What follows belongs to an exercise in optimizing a design on an open flow for small area, a short achievable clock period and few clock cycles; a production flow would make more cautious choices. Only simulation tests tie the RTL to the original design; equivalence was not proved.

$ cat flow/run.sh
#!/bin/bash
# synth_recipe.tcl (not shown) runs the flow's synth.tcl, then flattens the netlist and writes it again
# the make line also repeats each setting of config.mk as NAME=value (left out here)
make -C /OpenROAD-flow-scripts/flow DESIGN_CONFIG=/design/flow/config.mk WORK_HOME=/design/flow/orfs CLKGATE_MAP_FILE= SYNTH_SCRIPT=/design/flow/synth_recipe.tcl finish
$ cat flow/config.mk
export PLATFORM = sky130hd
export DESIGN_NAME = fec_engine
export DESIGN_NICKNAME = fec_engine
export VERILOG_FILES = /design/flow/design.v
export SDC_FILE = /design/flow/constraint.sdc
export NUM_CORES = 4
export LEC_CHECK = 0
export CAP_MARGIN = 20
export CORE_MARGIN = 2
export CORE_UTILIZATION = 60
export PLACE_DENSITY = 0.7
export SETUP_SLACK_MARGIN = 5
export SLEW_MARGIN = 20
$ cat flow/constraint.sdc
create_clock -name core_clock -period 10.0 [get_ports {clk}]
set_input_delay 2.0000 -clock core_clock [delete_from_list [all_inputs] [get_ports {clk}]]
set_output_delay 2.0000 -clock core_clock [all_outputs]
set_load 0.01 [all_outputs]
$ cat flow/design.v
module fec_engine (
    input  wire        clk,
    input  wire        rst,
    input  wire        cfg_valid,
    output wire        cfg_ready,
    input  wire [9:0]  cfg_k,
    input  wire [11:0] cfg_len,
    output reg  [5:0]  stat_p,
    output reg         stat_m16,
    output reg         stat_unavail,
    input  wire        in_valid,
    output wire        in_ready,
    input  wire [15:0] in_sym,
    output wire        out_valid,
    input  wire        out_ready,
    output wire [15:0] out_sym
);
    localparam integer NL = 15;              
    localparam integer NR = 53;              
    localparam integer NE = NR - NL;         
    function [7:0] t8;
        input [7:0] x;
        begin
            t8[0] = x[0] ^ x[2] ^ x[4] ^ x[6];
            t8[1] = x[2] ^ x[3] ^ x[4] ^ x[7];
            t8[2] = x[2] ^ x[4] ^ x[5];
            t8[3] = x[3] ^ x[5] ^ x[6] ^ x[7];
            t8[4] = x[4] ^ x[7];
            t8[5] = x[2] ^ x[6];
            t8[6] = x[1] ^ x[2] ^ x[3] ^ x[4] ^ x[6];
            t8[7] = x[5];
        end
    endfunction
    function [15:0] t16;
        input [15:0] x;
        begin
            t16[0] = x[0] ^ x[6] ^ x[7] ^ x[8] ^ x[13] ^ x[14];
            t16[1] = x[1] ^ x[4] ^ x[6] ^ x[13];
            t16[2] = x[1] ^ x[5] ^ x[6] ^ x[7] ^ x[10] ^ x[11] ^ x[13] ^ x[14];
            t16[3] = x[2] ^ x[6] ^ x[7] ^ x[9] ^ x[11] ^ x[13] ^ x[15];
            t16[4] = x[2] ^ x[3] ^ x[4] ^ x[7] ^ x[8] ^ x[13] ^ x[15];
            t16[5] = x[2] ^ x[5] ^ x[7] ^ x[8] ^ x[9] ^ x[14];
            t16[6] = x[3] ^ x[4] ^ x[5] ^ x[6] ^ x[8] ^ x[9] ^ x[12] ^ x[15];
            t16[7] = x[2] ^ x[5] ^ x[6] ^ x[7] ^ x[9] ^ x[10] ^ x[11] ^ x[12];
            t16[8] = x[2] ^ x[3] ^ x[4] ^ x[5] ^ x[7] ^ x[8] ^ x[9] ^ x[11] ^ x[14] ^ x[15];
            t16[9] = x[3] ^ x[4] ^ x[10] ^ x[11] ^ x[12] ^ x[15];
            t16[10] = x[2] ^ x[3] ^ x[4] ^ x[6] ^ x[10] ^ x[12] ^ x[13];
            t16[11] = x[1] ^ x[4] ^ x[14];
            t16[12] = x[1] ^ x[2] ^ x[4] ^ x[7] ^ x[8] ^ x[9] ^ x[11] ^ x[14] ^ x[15];
            t16[13] = x[9] ^ x[10] ^ x[11];
            t16[14] = x[5] ^ x[9] ^ x[10] ^ x[13] ^ x[15];
            t16[15] = x[13] ^ x[15];
        end
    endfunction
    function [7:0] i8;
        input [7:0] x;
        begin
            i8[0] = x[0] ^ x[1] ^ x[3] ^ x[7];
            i8[1] = x[1] ^ x[2] ^ x[4] ^ x[5] ^ x[6] ^ x[7];
            i8[2] = x[1] ^ x[2] ^ x[3] ^ x[5];
            i8[3] = x[2] ^ x[3] ^ x[4] ^ x[5];
            i8[4] = x[1] ^ x[3] ^ x[5] ^ x[7];
            i8[5] = x[7];
            i8[6] = x[1] ^ x[2] ^ x[3];
            i8[7] = x[1] ^ x[3] ^ x[4] ^ x[5] ^ x[7];
        end
    endfunction
    function [15:0] i16;
        input [15:0] x;
        begin
            i16[0] = x[0] ^ x[4] ^ x[5] ^ x[6] ^ x[7] ^ x[9] ^ x[10] ^ x[14];
            i16[1] = x[1] ^ x[2] ^ x[5] ^ x[7] ^ x[8] ^ x[10] ^ x[11] ^ x[13] ^ x[15];
            i16[2] = x[1] ^ x[3] ^ x[7] ^ x[8] ^ x[10] ^ x[12] ^ x[15];
            i16[3] = x[1] ^ x[2] ^ x[3] ^ x[8] ^ x[9] ^ x[10] ^ x[11] ^ x[12] ^ x[13];
            i16[4] = x[1] ^ x[2] ^ x[5] ^ x[6] ^ x[10] ^ x[13] ^ x[14];
            i16[5] = x[3] ^ x[5] ^ x[7] ^ x[8] ^ x[9] ^ x[15];
            i16[6] = x[1] ^ x[5] ^ x[12] ^ x[13] ^ x[14];
            i16[7] = x[3] ^ x[4] ^ x[5] ^ x[8] ^ x[9] ^ x[10] ^ x[11] ^ x[12] ^ x[15];
            i16[8] = x[1] ^ x[3] ^ x[6] ^ x[7] ^ x[8] ^ x[12] ^ x[14] ^ x[15];
            i16[9] = x[4] ^ x[5] ^ x[8] ^ x[11] ^ x[12] ^ x[15];
            i16[10] = x[3] ^ x[4] ^ x[7] ^ x[9] ^ x[11] ^ x[12] ^ x[14] ^ x[15];
            i16[11] = x[3] ^ x[5] ^ x[7] ^ x[8] ^ x[9] ^ x[13] ^ x[14];
            i16[12] = x[3] ^ x[4] ^ x[5] ^ x[7] ^ x[8] ^ x[11] ^ x[12] ^ x[14] ^ x[15];
            i16[13] = x[5] ^ x[6] ^ x[7] ^ x[8] ^ x[11] ^ x[12] ^ x[13] ^ x[15];
            i16[14] = x[6] ^ x[7] ^ x[8] ^ x[14] ^ x[15];
            i16[15] = x[5] ^ x[6] ^ x[7] ^ x[8] ^ x[11] ^ x[12] ^ x[13];
        end
    endfunction
    function [7:0] sq3;
        input [7:0] x;
        begin
            sq3[0] = x[0] ^ x[1] ^ x[3] ^ x[6];
            sq3[1] = x[1] ^ x[2] ^ x[6] ^ x[7];
            sq3[2] = x[2] ^ x[3] ^ x[5] ^ x[6] ^ x[7];
            sq3[3] = x[3] ^ x[4] ^ x[7];
            sq3[4] = x[4] ^ x[5] ^ x[7];
            sq3[5] = x[5] ^ x[6];
            sq3[6] = x[6] ^ x[7];
            sq3[7] = x[7];
        end
    endfunction
    function [7:0] musq3;
        input [7:0] x;
        begin
            musq3[0] = x[4] ^ x[5] ^ x[6];
            musq3[1] = x[5] ^ x[6] ^ x[7];
            musq3[2] = x[4] ^ x[6];
            musq3[3] = x[4] ^ x[5] ^ x[6] ^ x[7];
            musq3[4] = x[2] ^ x[4] ^ x[5];
            musq3[5] = x[2] ^ x[3] ^ x[5];
            musq3[6] = x[1] ^ x[2] ^ x[3] ^ x[4] ^ x[5] ^ x[7];
            musq3[7] = x[0] ^ x[3] ^ x[5] ^ x[6];
        end
    endfunction
    function [7:0] mu3;
        input [7:0] x;
        begin
            mu3[0] = x[4] ^ x[6];
            mu3[1] = x[5] ^ x[7];
            mu3[2] = x[4] ^ x[5] ^ x[7];
            mu3[3] = x[4] ^ x[6] ^ x[7];
            mu3[4] = x[2] ^ x[3] ^ x[6] ^ x[7];
            mu3[5] = x[2] ^ x[6];
            mu3[6] = x[1] ^ x[3] ^ x[5] ^ x[7];
            mu3[7] = x[0] ^ x[1] ^ x[2] ^ x[3] ^ x[4] ^ x[5] ^ x[6] ^ x[7];
        end
    endfunction
    function [15:0] tm;
        input [15:0] x;
        input        w16;
        begin
            tm = w16 ? t16(x) : {8'd0, t8(x[7:0])};
        end
    endfunction
    localparam [2:0] S_IDLE = 3'd0, S_PRE = 3'd1, S_CFG = 3'd2, S_RUN = 3'd3, S_DONE = 3'd4;
    localparam [2:0] F_IN = 3'd0, F_WAIT = 3'd1, F_OUT = 3'd2,
                     L_IN = 3'd4, L_WAIT = 3'd5, L_WIN = 3'd6, L_OUT = 3'd7;
    reg  [2:0]  st;
    reg  [2:0]  sub;
    reg  [9:0]  k_r;
    reg  [11:0] len_r;
    reg  [5:0]  p_r;
    reg         m16;
    reg         slow;
    reg  [11:0] cols_in;      
    reg  [9:0]  i_acc;        
    reg  [9:0]  i_cur;        
    reg  [5:0]  cnt;          
    reg  [5:0]  wcnt;         
    reg         ph;           
    reg  [5:0]  jw0;          
    reg  [5:0]  js_r;
    reg  [10:0] kj_r;
    reg  [4:1]  fst;          
    reg  [4:1]  lst;          
    reg  [2:1]  acd;          
    reg  [8:0]  y_r;          
    reg         small_r;      
    reg         big_r;        
    reg         over_r;       
    wire [17:0] y_mul    = {9'd0, y_r} * 18'd205;
    wire [5:0]  p_calc   = small_r ? 6'd1 : y_mul[15:10];
    wire        m16_calc = big_r && !len_r[0];
    wire        unav     = big_r && len_r[0];
    wire [11:0] ncols    = unav ? 12'd0 : (m16_calc ? {1'b0, len_r[11:1]} : len_r);
    reg  [15:0] out_r, sk_r;
    reg         out_v, sk_v;
    reg         in_rdy, cfg_rdy;
    reg         last_r;       
    wire        pop  = out_v && out_ready;
    wire        run     = (st == S_RUN);
    wire        more    = (cols_in != 12'd0);
    wire        push_f  = run && (sub == F_OUT) && (cnt != 6'd0) && !sk_v;
    wire        push_s  = run && (sub == L_OUT) && (jw0 == cnt) && !sk_v;
    wire        push    = push_f || push_s;
    assign in_ready  = in_rdy;
    assign cfg_ready = cfg_rdy;
    assign out_valid = out_v;
    assign out_sym   = out_r;
    wire        accept  = in_valid && in_rdy;
    wire        shift   = slow || push_f;
    wire        win     = run && (sub == L_WIN);
    wire        land    = m16 ? lst[4] : lst[3];
    wire        clr_f   = m16 ? fst[4] : fst[3];
    wire        en_hi   = m16 && !ph;
    wire        en_lo   = !m16 || !ph;
    wire        clr0    = slow ? (win && !ph && i_cur == 10'd0) : clr_f;
    wire        en0     = !slow || win;
    reg  [2:0]  st_n, sub_n;
    reg  [5:0]  cnt_n, wcnt_n;
    reg  [11:0] cols_in_n;
    reg  [9:0]  i_acc_n;
    reg         out_v_n, sk_v_n, m16_n, slow_n;
    always @* begin
        st_n      = st;
        sub_n     = sub;
        cnt_n     = cnt;
        wcnt_n    = wcnt;
        cols_in_n = cols_in;
        i_acc_n   = i_acc;
        m16_n     = m16;
        slow_n    = slow;
        out_v_n   = out_v;
        sk_v_n    = sk_v;
        if (push) begin
            if (!out_v || (pop && !sk_v))
                out_v_n = 1'b1;
            else if (!pop)
                sk_v_n = 1'b1;
        end else if (pop) begin
            out_v_n = sk_v;
            sk_v_n  = 1'b0;
        end
        case (st)
            S_IDLE: begin
                if (cfg_valid)
                    st_n = S_PRE;
            end
            S_PRE: begin
                st_n = cfg_valid ? S_CFG : S_IDLE;
            end
            S_CFG: begin
                if (cfg_valid) begin
                    m16_n     = m16_calc;
                    slow_n    = m16_calc && over_r;
                    cols_in_n = ncols;
                    i_acc_n   = 10'd0;
                    sub_n     = (m16_calc && over_r) ? L_IN : F_IN;
                    st_n      = (ncols == 12'd0) ? S_IDLE : S_RUN;
                end else begin
                    st_n = S_IDLE;
                end
            end
            S_RUN: begin
                if (accept) begin
                    if (last_r) begin
                        i_acc_n   = 10'd0;
                        cols_in_n = cols_in - 12'd1;
                    end else begin
                        i_acc_n = i_acc + 10'd1;
                    end
                end
                case (sub)
                    F_IN: begin
                        if (accept && last_r)
                            sub_n = F_WAIT;
                    end
                    F_WAIT: begin
                        if (land) begin
                            sub_n = F_OUT;
                            cnt_n = p_r;
                        end
                    end
                    F_OUT: begin
                        if (push_f)
                            cnt_n = cnt - 6'd1;
                        if (accept)
                            sub_n = last_r ? F_WAIT : F_IN;
                        else if (!more && (cnt == 6'd0 || (cnt == 6'd1 && push_f)))
                            st_n = S_DONE;
                    end
                    L_IN: begin
                        wcnt_n = 6'd0;
                        if (accept)
                            sub_n = L_WAIT;
                    end
                    L_WAIT: begin
                        wcnt_n = wcnt + 6'd1;
                        if (wcnt >= 6'd2 && ph) begin
                            sub_n  = L_WIN;
                            wcnt_n = 6'd0;
                        end
                    end
                    L_WIN: begin
                        if (!ph) begin
                            wcnt_n = wcnt + 6'd1;
                            if (wcnt == 6'd52) begin
                                if (i_acc == 10'd0) begin
                                    sub_n = L_OUT;
                                    cnt_n = 6'd0;
                                end else begin
                                    sub_n = L_IN;
                                end
                            end
                        end
                    end
                    default: begin  
                        if (push_s) begin
                            cnt_n = cnt + 6'd1;
                            if (cnt == p_r - 6'd1) begin
                                if (more)
                                    sub_n = L_IN;
                                else
                                    st_n = S_DONE;
                            end
                        end
                    end
                endcase
            end
            default: begin  
                if (!sk_v && (!out_v || pop))
                    st_n = S_IDLE;
            end
        endcase
    end
    always @(posedge clk) begin
        if (rst) begin
            st      <= S_IDLE;
            sub     <= F_IN;
            ph      <= 1'b0;
            jw0     <= 6'd0;
            fst     <= 4'd0;
            lst     <= 4'd0;
            acd     <= 2'd0;
            out_v   <= 1'b0;
            sk_v    <= 1'b0;
            in_rdy  <= 1'b0;
            cfg_rdy <= 1'b0;
            stat_p       <= 6'd0;
            stat_m16     <= 1'b0;
            stat_unavail <= 1'b0;
        end else begin
            st      <= st_n;
            sub     <= sub_n;
            cnt     <= cnt_n;
            wcnt    <= wcnt_n;
            cols_in <= cols_in_n;
            i_acc   <= i_acc_n;
            m16     <= m16_n;
            slow    <= slow_n;
            out_v   <= out_v_n;
            sk_v    <= sk_v_n;
            cfg_rdy <= (st_n == S_CFG);
            in_rdy  <= (st_n == S_RUN) &&
                       (slow_n ? (sub_n == L_IN)
                               : (((sub_n == F_IN) ||
                                   (sub_n == F_OUT && cols_in_n != 12'd0 &&
                                    (cnt_n == 6'd0 || (cnt_n == 6'd1 && !sk_v_n)))) &&
                                  (!m16_n || ph)));
            ph  <= !ph;
            jw0 <= (jw0 == 6'd52) ? 6'd0 : jw0 + 6'd1;
            fst <= {fst[3:1], accept && (i_acc == 10'd0)};
            lst <= {lst[3:1], accept && last_r};
            acd <= {acd[1], accept};
            if (push) begin
                if (!out_v || (pop && !sk_v)) begin
                    out_r <= pdata;
                end else if (pop) begin
                    out_r <= sk_r;
                    sk_r  <= pdata;
                end else begin
                    sk_r  <= pdata;
                end
            end else if (pop) begin
                out_r <= sk_r;
            end
            if (accept)
                i_cur <= i_acc;
            case (st)
                S_IDLE: begin
                    k_r   <= cfg_k;
                    len_r <= cfg_len;
                end
                S_PRE: begin
                    y_r     <= ({1'b0, k_r} + 11'd19) >> 2;
                    small_r <= (k_r <= 10'd20);
                    big_r   <= (k_r > 10'd243);
                    over_r  <= (k_r > 10'd300);
                end
                S_CFG: begin
                    if (cfg_valid) begin
                        stat_p       <= p_calc;
                        stat_m16     <= m16_calc;
                        stat_unavail <= unav;
                        p_r          <= p_calc;
                    end
                end
                default: ;
            endcase
        end
        last_r <= (i_acc_n == k_r - 10'd1);
    end
    reg  [15:0] s_raw, s_t, s_t2;
    reg  [15:0] u0, u1;
    wire [10:0] k_hi  = {1'b0, k_r[9:4], 4'd0};
    wire [10:0] k_hi1 = k_hi + 11'd16;
    wire [3:0]  kb    = k_r[3:0];
    always @(posedge clk) begin
        s_raw <= accept ? (m16 ? in_sym : {8'd0, in_sym[7:0]}) : 16'd0;
        s_t   <= tm(s_raw, m16);
        if (!slow || acd[2])
            s_t2 <= s_t;
        if (!(m16 && ph)) begin
            u0 <= tm({6'd0, i_acc ^ k_hi[9:0]}, m16);
            u1 <= tm({5'd0, {1'b0, i_acc} ^ k_hi1}, m16);
        end
        js_r <= (jw0 + 6'd5 + {5'd0, ph} >= 6'd53) ? jw0 + 6'd5 + {5'd0, ph} - 6'd53
                                                    : jw0 + 6'd5 + {5'd0, ph};
        kj_r <= {1'b0, k_r} + {5'd0, js_r};
    end
    wire [15:0] d_slow = t16({5'd0, {1'b0, i_cur} ^ kj_r});
    wire [15:0] pdata  = m16 ? i16(wv[0]) : {8'd0, i8(wv[0][7:0])};
    wire [15:0] wv [0:NL];
    reg  [15:0] ev [0:NE-1];
    assign wv[NL] = ev[0];
    integer e;
    always @(posedge clk) begin
        for (e = 0; e < NE - 1; e = e + 1)
            ev[e] <= ev[e + 1];
        ev[NE-1] <= wv[0];
    end
    genvar l;
    generate
        for (l = 0; l < NL; l = l + 1) begin : g_lane
            reg  [15:0] d_r, x_r, w_r;
            reg  [7:0]  n_r, q_r;
            wire [4:0]  bl  = {1'b0, kb} + l;
            wire [15:0] tv  = tm({12'd0, bl[3:0]}, m16);
            wire [15:0] dn  = (bl[4] ? u1 : u0) ^ tv;
            wire [7:0]  a1  = d_r[15:8];
            wire [7:0]  a0  = d_r[7:0];
            wire        phs = m16 && !ph;
            wire        phx = m16 && ph;
            wire [7:0]  ma, mb, mc, qi;
            gf_m3 u_ma (.a(phs ? a0 : s_t2[7:0]), .b(a0 ^ a1), .y(ma));
            gf_m3 u_mb (.a(phs ? x_r[15:8] : s_t2[15:8]), .b(phs ? q_r : a1), .y(mb));
            gf_m3 u_mc (.a(phs ? x_r[7:0] : (s_t2[7:0] ^ s_t2[15:8])), .b(phx ? a0 : q_r), .y(mc));
            gf_i3 u_inv (.a(n_r), .y(qi));
            wire [15:0] y;
            wire [15:0] wsrc;
            assign wv[l] = w_r;
            if (l == 0) begin : g_l0
                assign y    = {mb & {8{en_hi && en0}}, mc & {8{en_lo && en0}}};
                assign wsrc = ((shift ? wv[1] : w_r) & {16{!clr0}}) ^ y;
            end else begin : g_ln
                assign y    = {mb & {8{en_hi}}, mc & {8{en_lo}}};
                assign wsrc = shift ? wv[l + 1] : ((w_r & {16{!clr_f}}) ^ y);
            end
            always @(posedge clk) begin
                if (l == 0 && slow)
                    d_r <= d_slow;
                else
                    d_r <= dn;
                n_r <= m16 ? (ma ^ musq3(a1)) : dn[7:0];
                q_r <= qi;
                x_r <= {mc ^ ma, ma ^ mu3(mb)};
                w_r <= wsrc;
            end
        end
    endgenerate
endmodule
module gf_m3 (
    input  wire [7:0] a,
    input  wire [7:0] b,
    output wire [7:0] y
);
    wire g1 = a[0] & b[0];
    wire g2 = a[1] & b[1];
    wire g3 = a[0] ^ a[1];
    wire g4 = b[0] ^ b[1];
    wire g5 = g3 & g4;
    wire g6 = g1 ^ g2;
    wire g7 = g5 ^ g1;
    wire g8 = a[2] & b[2];
    wire g9 = a[3] & b[3];
    wire g10 = a[2] ^ a[3];
    wire g11 = b[2] ^ b[3];
    wire g12 = g10 & g11;
    wire g13 = g8 ^ g9;
    wire g14 = g12 ^ g8;
    wire g15 = a[0] ^ a[2];
    wire g16 = a[1] ^ a[3];
    wire g17 = b[0] ^ b[2];
    wire g18 = b[1] ^ b[3];
    wire g19 = g15 & g17;
    wire g20 = g16 & g18;
    wire g21 = g15 ^ g16;
    wire g22 = g17 ^ g18;
    wire g23 = g21 & g22;
    wire g24 = g19 ^ g20;
    wire g25 = g23 ^ g19;
    wire g26 = g13 ^ g14;
    wire g27 = g6 ^ g14;
    wire g28 = g7 ^ g26;
    wire g29 = g24 ^ g6;
    wire g30 = g25 ^ g7;
    wire g31 = a[4] & b[4];
    wire g32 = a[5] & b[5];
    wire g33 = a[4] ^ a[5];
    wire g34 = b[4] ^ b[5];
    wire g35 = g33 & g34;
    wire g36 = g31 ^ g32;
    wire g37 = g35 ^ g31;
    wire g38 = a[6] & b[6];
    wire g39 = a[7] & b[7];
    wire g40 = a[6] ^ a[7];
    wire g41 = b[6] ^ b[7];
    wire g42 = g40 & g41;
    wire g43 = g38 ^ g39;
    wire g44 = g42 ^ g38;
    wire g45 = a[4] ^ a[6];
    wire g46 = a[5] ^ a[7];
    wire g47 = b[4] ^ b[6];
    wire g48 = b[5] ^ b[7];
    wire g49 = g45 & g47;
    wire g50 = g46 & g48;
    wire g51 = g45 ^ g46;
    wire g52 = g47 ^ g48;
    wire g53 = g51 & g52;
    wire g54 = g49 ^ g50;
    wire g55 = g53 ^ g49;
    wire g56 = g43 ^ g44;
    wire g57 = g36 ^ g44;
    wire g58 = g37 ^ g56;
    wire g59 = g54 ^ g36;
    wire g60 = g55 ^ g37;
    wire g61 = a[0] ^ a[4];
    wire g62 = a[1] ^ a[5];
    wire g63 = a[2] ^ a[6];
    wire g64 = a[3] ^ a[7];
    wire g65 = b[0] ^ b[4];
    wire g66 = b[1] ^ b[5];
    wire g67 = b[2] ^ b[6];
    wire g68 = b[3] ^ b[7];
    wire g69 = g61 & g65;
    wire g70 = g62 & g66;
    wire g71 = g61 ^ g62;
    wire g72 = g65 ^ g66;
    wire g73 = g71 & g72;
    wire g74 = g69 ^ g70;
    wire g75 = g73 ^ g69;
    wire g76 = g63 & g67;
    wire g77 = g64 & g68;
    wire g78 = g63 ^ g64;
    wire g79 = g67 ^ g68;
    wire g80 = g78 & g79;
    wire g81 = g76 ^ g77;
    wire g82 = g80 ^ g76;
    wire g83 = g61 ^ g63;
    wire g84 = g62 ^ g64;
    wire g85 = g65 ^ g67;
    wire g86 = g66 ^ g68;
    wire g87 = g83 & g85;
    wire g88 = g84 & g86;
    wire g89 = g83 ^ g84;
    wire g90 = g85 ^ g86;
    wire g91 = g89 & g90;
    wire g92 = g87 ^ g88;
    wire g93 = g91 ^ g87;
    wire g94 = g81 ^ g82;
    wire g95 = g74 ^ g82;
    wire g96 = g75 ^ g94;
    wire g97 = g92 ^ g74;
    wire g98 = g93 ^ g75;
    wire g99 = g59 ^ g60;
    wire g100 = g58 ^ g60;
    wire g101 = g57 ^ g58;
    wire g102 = g101 ^ g59;
    wire g103 = g102 ^ g60;
    wire g104 = g27 ^ g99;
    wire g105 = g28 ^ g59;
    wire g106 = g29 ^ g100;
    wire g107 = g30 ^ g103;
    wire g108 = g95 ^ g27;
    wire g109 = g96 ^ g28;
    wire g110 = g97 ^ g29;
    wire g111 = g98 ^ g30;
    assign y = {g111, g110, g109, g108, g107, g106, g105, g104};
endmodule
module gf_i3 (
    input  wire [7:0] a,
    output wire [7:0] y
);
    wire g1 = a[0] ^ a[1];
    wire g2 = g1 ^ a[3];
    wire g3 = a[1] ^ a[2];
    wire g4 = a[2] ^ a[3];
    wire g5 = a[0] & a[4];
    wire g6 = a[1] & a[5];
    wire g7 = a[4] ^ a[5];
    wire g8 = g1 & g7;
    wire g9 = g5 ^ g6;
    wire g10 = g8 ^ g5;
    wire g11 = a[2] & a[6];
    wire g12 = a[3] & a[7];
    wire g13 = a[6] ^ a[7];
    wire g14 = g4 & g13;
    wire g15 = g11 ^ g12;
    wire g16 = g14 ^ g11;
    wire g17 = a[0] ^ a[2];
    wire g18 = a[1] ^ a[3];
    wire g19 = a[4] ^ a[6];
    wire g20 = a[5] ^ a[7];
    wire g21 = g17 & g19;
    wire g22 = g18 & g20;
    wire g23 = g17 ^ g18;
    wire g24 = g19 ^ g20;
    wire g25 = g23 & g24;
    wire g26 = g21 ^ g22;
    wire g27 = g25 ^ g21;
    wire g28 = g15 ^ g16;
    wire g29 = g9 ^ g16;
    wire g30 = g10 ^ g28;
    wire g31 = g26 ^ g9;
    wire g32 = g27 ^ g10;
    wire g33 = g2 ^ g29;
    wire g34 = g3 ^ g30;
    wire g35 = g4 ^ g31;
    wire g36 = a[3] ^ g32;
    wire g37 = g7 ^ a[7];
    wire g38 = a[5] ^ a[6];
    wire g39 = g13 ^ a[7];
    wire g40 = g38 ^ a[7];
    wire g41 = g37 ^ g38;
    wire g42 = g41 ^ g13;
    wire g43 = g42 ^ a[7];
    wire g44 = g33 ^ g39;
    wire g45 = g34 ^ g13;
    wire g46 = g35 ^ g40;
    wire g47 = g36 ^ g43;
    wire g48 = g44 ^ g45;
    wire g49 = g44 & g46;
    wire g50 = g45 & g47;
    wire g51 = g46 ^ g47;
    wire g52 = g48 & g51;
    wire g53 = g49 ^ g50;
    wire g54 = g52 ^ g49;
    wire g55 = g48 ^ g53;
    wire g56 = g45 ^ g54;
    wire g57 = g51 ^ g47;
    wire g58 = g55 ^ g47;
    wire g59 = g56 ^ g57;
    wire g60 = g58 ^ g59;
    wire g61 = g44 ^ g46;
    wire g62 = g45 ^ g47;
    wire g63 = g61 & g60;
    wire g64 = g62 & g59;
    wire g65 = g61 ^ g62;
    wire g66 = g60 ^ g59;
    wire g67 = g65 & g66;
    wire g68 = g63 ^ g64;
    wire g69 = g67 ^ g63;
    wire g70 = g46 & g60;
    wire g71 = g47 & g59;
    wire g72 = g51 & g66;
    wire g73 = g70 ^ g71;
    wire g74 = g72 ^ g70;
    wire g75 = a[0] ^ a[4];
    wire g76 = a[1] ^ a[5];
    wire g77 = a[2] ^ a[6];
    wire g78 = a[3] ^ a[7];
    wire g79 = g75 & g68;
    wire g80 = g76 & g69;
    wire g81 = g75 ^ g76;
    wire g82 = g68 ^ g69;
    wire g83 = g81 & g82;
    wire g84 = g79 ^ g80;
    wire g85 = g83 ^ g79;
    wire g86 = g77 & g73;
    wire g87 = g78 & g74;
    wire g88 = g77 ^ g78;
    wire g89 = g73 ^ g74;
    wire g90 = g88 & g89;
    wire g91 = g86 ^ g87;
    wire g92 = g90 ^ g86;
    wire g93 = g75 ^ g77;
    wire g94 = g76 ^ g78;
    wire g95 = g68 ^ g73;
    wire g96 = g69 ^ g74;
    wire g97 = g93 & g95;
    wire g98 = g94 & g96;
    wire g99 = g93 ^ g94;
    wire g100 = g95 ^ g96;
    wire g101 = g99 & g100;
    wire g102 = g97 ^ g98;
    wire g103 = g101 ^ g97;
    wire g104 = g91 ^ g92;
    wire g105 = g84 ^ g92;
    wire g106 = g85 ^ g104;
    wire g107 = g102 ^ g84;
    wire g108 = g103 ^ g85;
    wire g109 = a[4] & g68;
    wire g110 = a[5] & g69;
    wire g111 = g7 & g82;
    wire g112 = g109 ^ g110;
    wire g113 = g111 ^ g109;
    wire g114 = a[6] & g73;
    wire g115 = a[7] & g74;
    wire g116 = g13 & g89;
    wire g117 = g114 ^ g115;
    wire g118 = g116 ^ g114;
    wire g119 = g19 & g95;
    wire g120 = g20 & g96;
    wire g121 = g24 & g100;
    wire g122 = g119 ^ g120;
    wire g123 = g121 ^ g119;
    wire g124 = g117 ^ g118;
    wire g125 = g112 ^ g118;
    wire g126 = g113 ^ g124;
    wire g127 = g122 ^ g112;
    wire g128 = g123 ^ g113;
    assign y = {g128, g127, g126, g125, g108, g107, g106, g105};
endmodule
==> results of run 1 <==
[cells by family (layout without fill, tap and decap cells)]
kind of cell | after synthesis | count (layout) | share of synthesized area [%]
compound gates | 3242 | 3242 | 14.49
xor+xnor | 4727 | 4727 | 32.32
simple gates | 3920 | 3922 | 13.11
fa+ha+maj | 188 | 188 | 1.886
other cells | 0 | 45 | 0
flops | 1802 | 1802 | 28.85
mux | 760 | 760 | 6.015
buf+inv | 1100 | 888 | 3.324
[placed cells by master (no fill, tap or decap), drive strengths merged, types with 63 or more instances in the layout]
cell type / count
inv: 277
ha: 173
nand2b: 161
and2: 63
and3: 67
edfxtp: 164
nand2: 1540
mux2: 185
o22ai: 149
buf: 185
clkbuf: 241
clkinv: 72
a21oi: 1119
dfxtp: 1638
mux2i: 575
clkdlybuf4s50: 69
o32ai: 68
nor3: 195
o21ai: 1168
nor2: 1323
xnor2: 3120
xor2: 1559
nor3b: 66
a22oi: 149
nor2b: 232
nand3: 123
[how the worst max path moves through the flow]
stage | startpoint | slack (ns) | cells after the start | endpoint
2_1_floorplan | rst | 5.01 | 3 | k_r[0]
3_3_place_gp | in_valid | 4.30 | 13 | in_rdy
3_5_place_dp | in_valid | 4.16 | 13 | in_rdy
4_1_cts | m16 | 4.94 | 16 | g_lane[7].w_r[7]
5_1_grt | g_lane[0].n_r[6] | 4.93 | 16 | g_lane[0].q_r[3]
6_report | s_t2[7] | 4.89 | 14 | g_lane[11].w_r[5]
[state kept, by name, indices dropped and copies added (netlist names), 16 cells and up]
register,cells
ev,608
g_lane.d_r,225
g_lane.n_r,120
g_lane.q_r,120
g_lane.w_r,240
g_lane.x_r,240
out_r,16
s_raw,16
s_t,16
s_t2,16
sk_r,16
[area by class of cell]
type | count | area, sq um
tap | 2854 | 3571
fill | 18611 | 75170
sequential | 1802 | 37740
timing repair buffer | 259 | 2521
multi-input combinational | 12839 | 89770
antenna | 45 | 112.6
clock buffer | 239 | 5240
inverter | 272 | 1035
clock inverter | 118 | 1788
[synth_stat cells (35+ instances only)]
master       n
nand2_1   1540
clkbuf_1   564
buf_2      149
nor3_1     195
nor3b_1     66
o211ai_1    46
a21oi_1   1106
xor2_1    1556
a21boi_0    35
and2_1      59
xnor3_1     44
nand3_1    123
nor2_1    1322
dfxtp_1   1638
mux2i_1    573
nor2b_1    232
a22oi_1    149
o22ai_1    148
nand2b_1   160
inv_1      262
a31oi_1     56
o21ai_0   1077
edfxtp_1   164
xnor2_1   3101
a211oi_1    57
and3_1      66
ha_1       173
a21o_1      56
or2_2       38
o21ai_1     91
o21a_1      54
buf_1      106
a22o_1      46
mux2_2     183
o32ai_1     67
[metal layers]
layer	GRT usage [%]	up-vias
li1	-	52012
met1	52.85	52319
met2	56.78	6154
met3	10.77	1274
met4	21.44	40
met5	0	-
[stage by stage]
step / instance area, sq um / hold slack, ns / utilization, %
2_1_floorplan: 130700 / 0.3096 / -
3_3_place_gp: 133100 / 0.3095 / 61.36
3_5_place_dp: 133100 / 0.3121 / 61.36
4_1_cts: 140600 / 0.2870 / 64.82
5_1_grt: 141700 / 0.2916 / 65.30
6_report: 141800 / 0.2976 / 65.35
[what timing repair did]
action / 4_1_cts / 5_1_grt
buffers inserted: 10 / 22
gates resized for setup: 59 / 156
endpoints found under the hold margin: 0 / 0
hold buffers: 0 / 0
cloned: 5 / 1
pin swaps: 3 / 11
endpoints found under the setup margin: 426 / 293
[worst max-delay path: cells and delay by family, from the launching register on]
kind,cells,cell delay (ns)
AND/OR/NAND/NOR,3,0.62
flip-flops,1,0.64
buffers and inverters,2,1.12
XOR/XNOR,6,1.61
AO/OA/AOI/OAI,3,0.86
==> summary.md, run 1 <==
| Metric | Value |
|---|---|
| Hold Path Class | `reg -> reg` |
| Worst slew pin tran | `1.386 ns` |
| Post-synth top area cell | `dfxtp_1` |
| Max-slew violations | `0` |
| FP Rows | `~170` |
| Worst Slack Setup Final | `between 4 and 5 ns` |
| Max Clock Skew | `~0.088 ns` |
| R2R setup slack | `about 4.9 ns` |
| DR top layer | `met5` |
| Post-DR wirelength/cell | `roughly 25 um` |
| Critical Path Max Stage Delay | `0.64 ns` |
| Post-synthesis register bit count | `roughly 1,800` |
| Gpl congestion | `about 1.1` |
| Synth Net Count | `15,970` |
| Ys Warns | `2` |
| Largest cells by area after synthesis | `dfxtp_1, xnor2_1, xor2_1, nand2_1, mux2i_1` |
| Clock sinks | `roughly 1,800` |
| Non-Filler Instances | `18,428` |
| Hold path startpoint | `ev[22][9]` |
| Mapped Cells | `between 15,000 and 20,000` |
| Vias in the first global route | `between 100k and 150k` |
| ANT nets after route | `0` |
| Chip Width | `approximately 470 um` |
| Worst setup SP type | `flop` |
| CP Class | `reg -> reg` |
| First-pass GRT wire length | `between 600,000 and 700,000 um` |
| Primary FF master, synth | `dfxtp_1` |
| Final hold vios | `0` |
| Number of antenna violations at the first check in global routing | `51` |
| Worst r2r src | `s_t2[7]` |
| DR vias | `between 100k and 150k` |
| DR vias/cell | `a little over 6` |
| Worst path cell trace | `buf_4, xnor2_1, nand2_2, buf_4, o21ai_1, xnor2_1, nand2_1, xor2_1, a22oi_1, xnor2_1, xnor2_1, nand2_1, xnor2_1, o21ai_0` |
| Largest net degree at the start of global routing | `between 200 and 250` |
| Worst skew pair latency | `0.90 ns` |
| Drt drc | `0` |
| Final period utilization | `51.07%` |
| Core area | `between 0.2 and 0.25 sq mm` |
| CTS Buffer Depth | `3` |
| Met3 Wirelength | `about 57,000 um` |
| DRT Pass-1 Iters | `7` |
| H-tree levels | `4` |
| Crit path required time | `between 10 and 15 ns` |
| Clk slew on worst S/H paths | `roughly 0.06 ns` |
| Layout Area Growth over Synthesis | `8.465%` |
| Run status | `timing/DRC/antenna clean` |
| Critical R2R Capture | `g_lane[11].w_r[5]` |
| CTS root buf | `clkbuf_16` |
| WL final | `455,300 um` |
| Port bufs | `between 60 and 70` |
| Distinct cell type count after synthesis | `about 100` |
| Sequential cell area fraction in the yosys report | `28.85%` |
| I/O pin count | `70` |
| Yosys top cell area share | `around 25%` |
| Post-DP HPWL | `between 300,000 and 400,000 um` |
| Post-synth EDFFs | `approximately 160` |
| Initial DRC count | `between 10,000 and 15,000` |
| Cell Area, Synth | `0.1307 sq mm` |
| Die ar. | `approximately 0.22 sq mm` |
| Hold EP | `ev[21][9]` |
| Critical Path AT | `5.80 ns` |
| WL met1 | `roughly 180,000 um` |
| Max FO, Critical Path | `15` |
| # setup viols final | `0` |
| Worst Hold Path Cells | `0` |
| FF-to-FF path depth | `14` |
| CTS Buf Count | `190` |
| Layout cell share with drive strength beyond 1 | `between 6 and 7%` |
| Total grt overflow | `0` |
| DP Worst Slack | `around 4.2 ns` |
| Max_cap viols | `0` |
| Tot GR Track Use | `~39%` |
| Slowest-stage cell, CP | `edfxtp_1` |
| Wire length on met2 | `186,800 um` |
| Total placed cells including tap cells | `approximately 18,000` |
| Fin crit period | `~5 ns` |
| Nets | `about 16,000` |
| Setup TNS | `0 ns` |
| Fmax | `around 200 MHz` |
| Initial core utilization | `60.25%` |
| Critical path's most frequent cell | `xnor2_1` |
| Slew headroom | `6.956%` |
| RSZ-0062 raised after global routing | `true` |
| Ys async rst share | `0%` |
| Critical Path Sink Type | `flop` |
| Die Y | `approximately 470 um` |
| Synthesized area per cell | `a little over 8 sq um` |
| CTS tree | `done` |
Testbench counts, summed over its fixed seeds: cycles 47,564.
==> run 2: changes to the inputs <==
--- a/flow/config.mk
+++ b/flow/config.mk
@@ -11,3 +11,4 @@
 export PLACE_DENSITY = 0.7
 export SETUP_SLACK_MARGIN = 5
 export SLEW_MARGIN = 20
+export TNS_END_PERCENT = 20
==> run 2 against run 1 <==
Against the previous run:
- critical path depth is the same
- critical endpoint is now g_lane[1].n_r[2]
- clock skew down 0.00061 ns
- critical path type unchanged
- highest routed layer unchanged
- design area is 0.16% lower
- synthesized cell count unchanged
==> summary.md, run 2 <==
| Metric | Value |
|---|---|
| Run status | `timing/DRC/antenna clean (unchanged)` |
| Worst setup SP type | `flop (unchanged)` |
| Largest net degree at the start of global routing | `209 (unchanged)` |
| Final hold vios | `0 (unchanged)` |
| Max-slew violations | `0 (unchanged)` |
| Critical Path AT | `5.98 ns (was 5.80 ns)` |
| Primary FF master, synth | `dfxtp_1 (unchanged)` |
| Post-DR wirelength/cell | `24.72 um (was 24.71 um)` |
| Worst skew pair latency | `0.90 ns (about the same)` |
| DR vias | `112,251 (was 111,799)` |
| Top-count cell post-synth | `xnor2_1 (unchanged)` |
| Worst Slack Setup Final | `4.736 ns (was 4.893 ns)` |
| Die Y | `470.7 um (unchanged)` |
| Port bufs | `69 (unchanged)` |
| Initial DRC count | `14,524 (was 14,475)` |
| Total grt overflow | `0 (unchanged)` |
| Worst r2r src | `s_t2[6] (was s_t2[7])` |
| Commonest non-fill, non-tap cell in the layout | `xnor2_1 (unchanged)` |
| Ys Warns | `2 (unchanged)` |
| I/O pin count | `70 (unchanged)` |
| Max Clock Skew | `0.08714 ns (was 0.08774 ns)` |
| Drt drc | `0 (unchanged)` |
| Ys async rst share | `0% (unchanged)` |
| CTS tree | `done (unchanged)` |
| Hold_buf cts | `0 (unchanged)` |
| Setup TNS | `0 ns (unchanged)` |
| Post-synth top area cell | `dfxtp_1 (unchanged)` |
| Post-synth EDFFs | `164 (unchanged)` |
| Number of antenna violations at the first check in global routing | `53 (was 51)` |
| Slowest-stage cell, CP | `clkinv_1 (was edfxtp_1)` |
| Layout Area Growth over Synthesis | `8.296% (was 8.465%)` |
| Final period utilization | `52.64% (was 51.07%)` |
| Initial core utilization | `60.25% (unchanged)` |
| Worst slew pin tran | `1.343 ns (was 1.386 ns)` |
| FP Rows | `171 (unchanged)` |
| R2R setup slack | `4.74 ns (was 4.89 ns)` |
| Largest cells by area after synthesis | `dfxtp_1, xnor2_1, xor2_1, nand2_1, mux2i_1 (unchanged)` |
| Slew headroom | `9.792% (was 6.956%)` |
| CTS Buf Count | `190 (unchanged)` |
| Synthesized area per cell | `8.305 sq um (unchanged)` |
| DR vias/cell | `6.088 (was 6.067)` |
| DP Worst Slack | `4.161 ns (unchanged)` |
| Max FO, Critical Path | `28 (was 15)` |
| First-pass GRT wire length | `659,200 um (was 659,000 um)` |
| Biggest regs | `ev x608, g_lane.w_r x240, g_lane.x_r x240 (unchanged)` |
| Mapped Cells | `15,739 (unchanged)` |
| Fmax | `190.0 MHz (was 195.8 MHz)` |
| Critical Path Sink Type | `flop (unchanged)` |
| # setup viols final | `0 (unchanged)` |
| Max_cap viols | `0 (unchanged)` |
| Worst path cell trace | `buf_4, clkinv_1, buf_4, nor2_4, buf_4, a21oi_1, xnor2_1, nand2_1, mux2_2, o32ai_1, xnor2_1, xnor2_1, xor2_1, o21ai_0 (was buf_4, xnor2_1, nand2_2, buf_4, o21ai_1, xnor2_1, nand2_1, xor2_1, a22oi_1, xnor2_1, xnor2_1, nand2_1, xnor2_1, o21ai_0)` |
| Synth Net Count | `15,970 (unchanged)` |
| Vias in the first global route | `100,621 (was 100,625)` |
| CTS root buf | `clkbuf_16 (unchanged)` |
| Post-DP HPWL | `325,400 um (unchanged)` |
| Cell Area, Synth | `0.1307 sq mm (unchanged)` |
| Largest Register | `ev (unchanged)` |
| Nets | `15,593 (was 15,595)` |
| H-tree levels | `4 (unchanged)` |
| Worst Hold Path Cells | `0 (unchanged)` |
| Hold EP | `ev[21][9] (unchanged)` |
| Yosys top cell area share | `25.09% (unchanged)` |
| Crit path required time | `10.71 ns (was 10.69 ns)` |
| Fin crit period | `5.264 ns (was 5.107 ns)` |
| FF-to-FF path depth | `14 (unchanged)` |
| Largest register FFs | `608 (unchanged)` |
| Die ar. | `0.2216 sq mm (unchanged)` |
| Clk slew on worst S/H paths | `0.07 ns (was 0.06 ns)` |
| Top cells by count, synth | `xnor2_1, dfxtp_1, xor2_1, nand2_1, nor2_1 (unchanged)` |
| CTS Buffer Depth | `3 (unchanged)` |
| Hold Path Class | `reg -> reg (unchanged)` |
| Critical Path Max Stage Delay | `0.67 ns (was 0.64 ns)` |
| RSZ-0062 raised after global routing | `true (unchanged)` |
| Hold path startpoint | `ev[22][9] (unchanged)` |
| CP Class | `reg -> reg (unchanged)` |
| Distinct cell type count after synthesis | `104 (unchanged)` |
| Critical R2R Capture | `g_lane[1].n_r[2] (was g_lane[11].w_r[5])` |
| DRT Pass-1 Iters | `12 (was 7)` |
| Gpl congestion | `1.053 (unchanged)` |
| Most frequent cells in the layout | `xnor2_1, dfxtp_1, xor2_1 (unchanged)` |
| WL final | `455,700 um (was 455,300 um)` |
| Clock sinks | `1,802 (unchanged)` |
| Post-synthesis register bit count | `1,802 (unchanged)` |
| Chip Width | `470.7 um (unchanged)` |
| ANT nets after route | `0 (unchanged)` |
| Sequential cell area fraction in the yosys report | `28.85% (unchanged)` |
| Layout cell share with drive strength beyond 1 | `6.286% (was 6.562%)` |
| Core area | `0.2170 sq mm (unchanged)` |
| Tot GR Track Use | `39.30% (was 39.28%)` |
## run 2: layout make-up
type,count,area [sq um]
multi-input cells,12839,89560
inverters,272,1031
fillers,18639,75400
flip-flops and latches,1802,37740
repair buffers,257,2486
diodes,57,142.6
well taps,2854,3571
clock inverters,118,1788
clock buffers,239,5240
## run 2: worst max-delay path: cells and delay by family (launching register included)
family                 cells  cell delay [ns]
multiplexers               1             0.27
buffers and inverters      4             1.94
AO/OA/AOI/OAI              3             0.81
AND/OR/NAND/NOR            2             0.33
XOR/XNOR                   4             1.32
flip-flops                 1             0.32
## run 2: worst max-delay path by stage
stage | slack (ns) | cells after the start | endpoint | startpoint
after floorplan | 5.01 | 3 | k_r[0] | rst
after global placement | 4.30 | 13 | in_rdy | in_valid
after detailed placement | 4.16 | 13 | in_rdy | in_valid
after CTS | 4.90 | 16 | g_lane[14].q_r[3] | g_lane[14].n_r[4]
after global routing | 4.82 | 17 | g_lane[2].q_r[7] | g_lane[2].n_r[6]
final | 4.74 | 14 | g_lane[1].n_r[2] | s_t2[6]
## run 2: what timing repair did
action / in CTS / in global routing
gates cloned: 5 / 1
resized for setup: 50 / 115
pin swaps: 2 / 10
setup buffers: 10 / 20
setup endpoints to repair: 426 / 312
## run 2: cell families after synthesis
kind of cell,count (synthesis),synth area share [%]
adder cells (fa/ha/maj),188,1.886
XOR/XNOR,4727,32.32
AO/OA/AOI/OAI,3242,14.49
flip-flops,1802,28.85
AND/OR/NAND/NOR,3920,13.11
buffers and inverters,1100,3.324
multiplexers,760,6.015
## run 2: through the flow
stage / std cells / utilization [%] / hold slack [ns] / cell area [sq um]
2_1_floorplan: 15739 / - / 0.3096 / 130700
3_3_place_gp: 17987 / 61.36 / 0.3095 / 133100
3_5_place_dp: 17987 / 61.36 / 0.3121 / 133100
4_1_cts: 18359 / 64.80 / 0.2870 / 140600
5_1_grt: 18388 / 65.19 / 0.2916 / 141400
6_report: 18438 / 65.25 / 0.2980 / 141600
## run 2: metal layers
metal	vias to the layer above	wire [um]	track usage, %
met5	-	267	0
met4	32	28280	21.78
met3	1299	57310	10.69
met2	6386	187700	56.71
met1	52529	182200	52.89
li1	52005	-	-

static timing again, ports no longer ideal:
How much do the figures lean on ideal ports? The routed layouts below were timed once more, with nothing changed but the port constraints. Step 1: set_driving_cell puts a clkbuf_16 on clk and a buf_2 on each other input, an assumption about the parent block. Step 2 moves the port delays by t, midway between the first and last clock arrival at a register: inputs arrive t later, outputs are due t later. That takes back most of the time a late clock gives input paths. Slacks: ideal / step 1 / step 2; pairs: ideal / step 1.
run	t, ns	setup WS [ns]	worst setup path at the end	worst slew at a driven data input, ns	cell pins on the clock port's net
run 1	0.957	4.893 / 4.893 / 4.505	input to register	0.05	1
run 2	0.954	4.736 / 4.736 / 4.484	input to register	0.05	1
After both steps setup and hold are still met in every run listed. The setup slack of run 1, which loses most, moves by 0.000 ns with the drivers and by -0.388 ns with both steps.
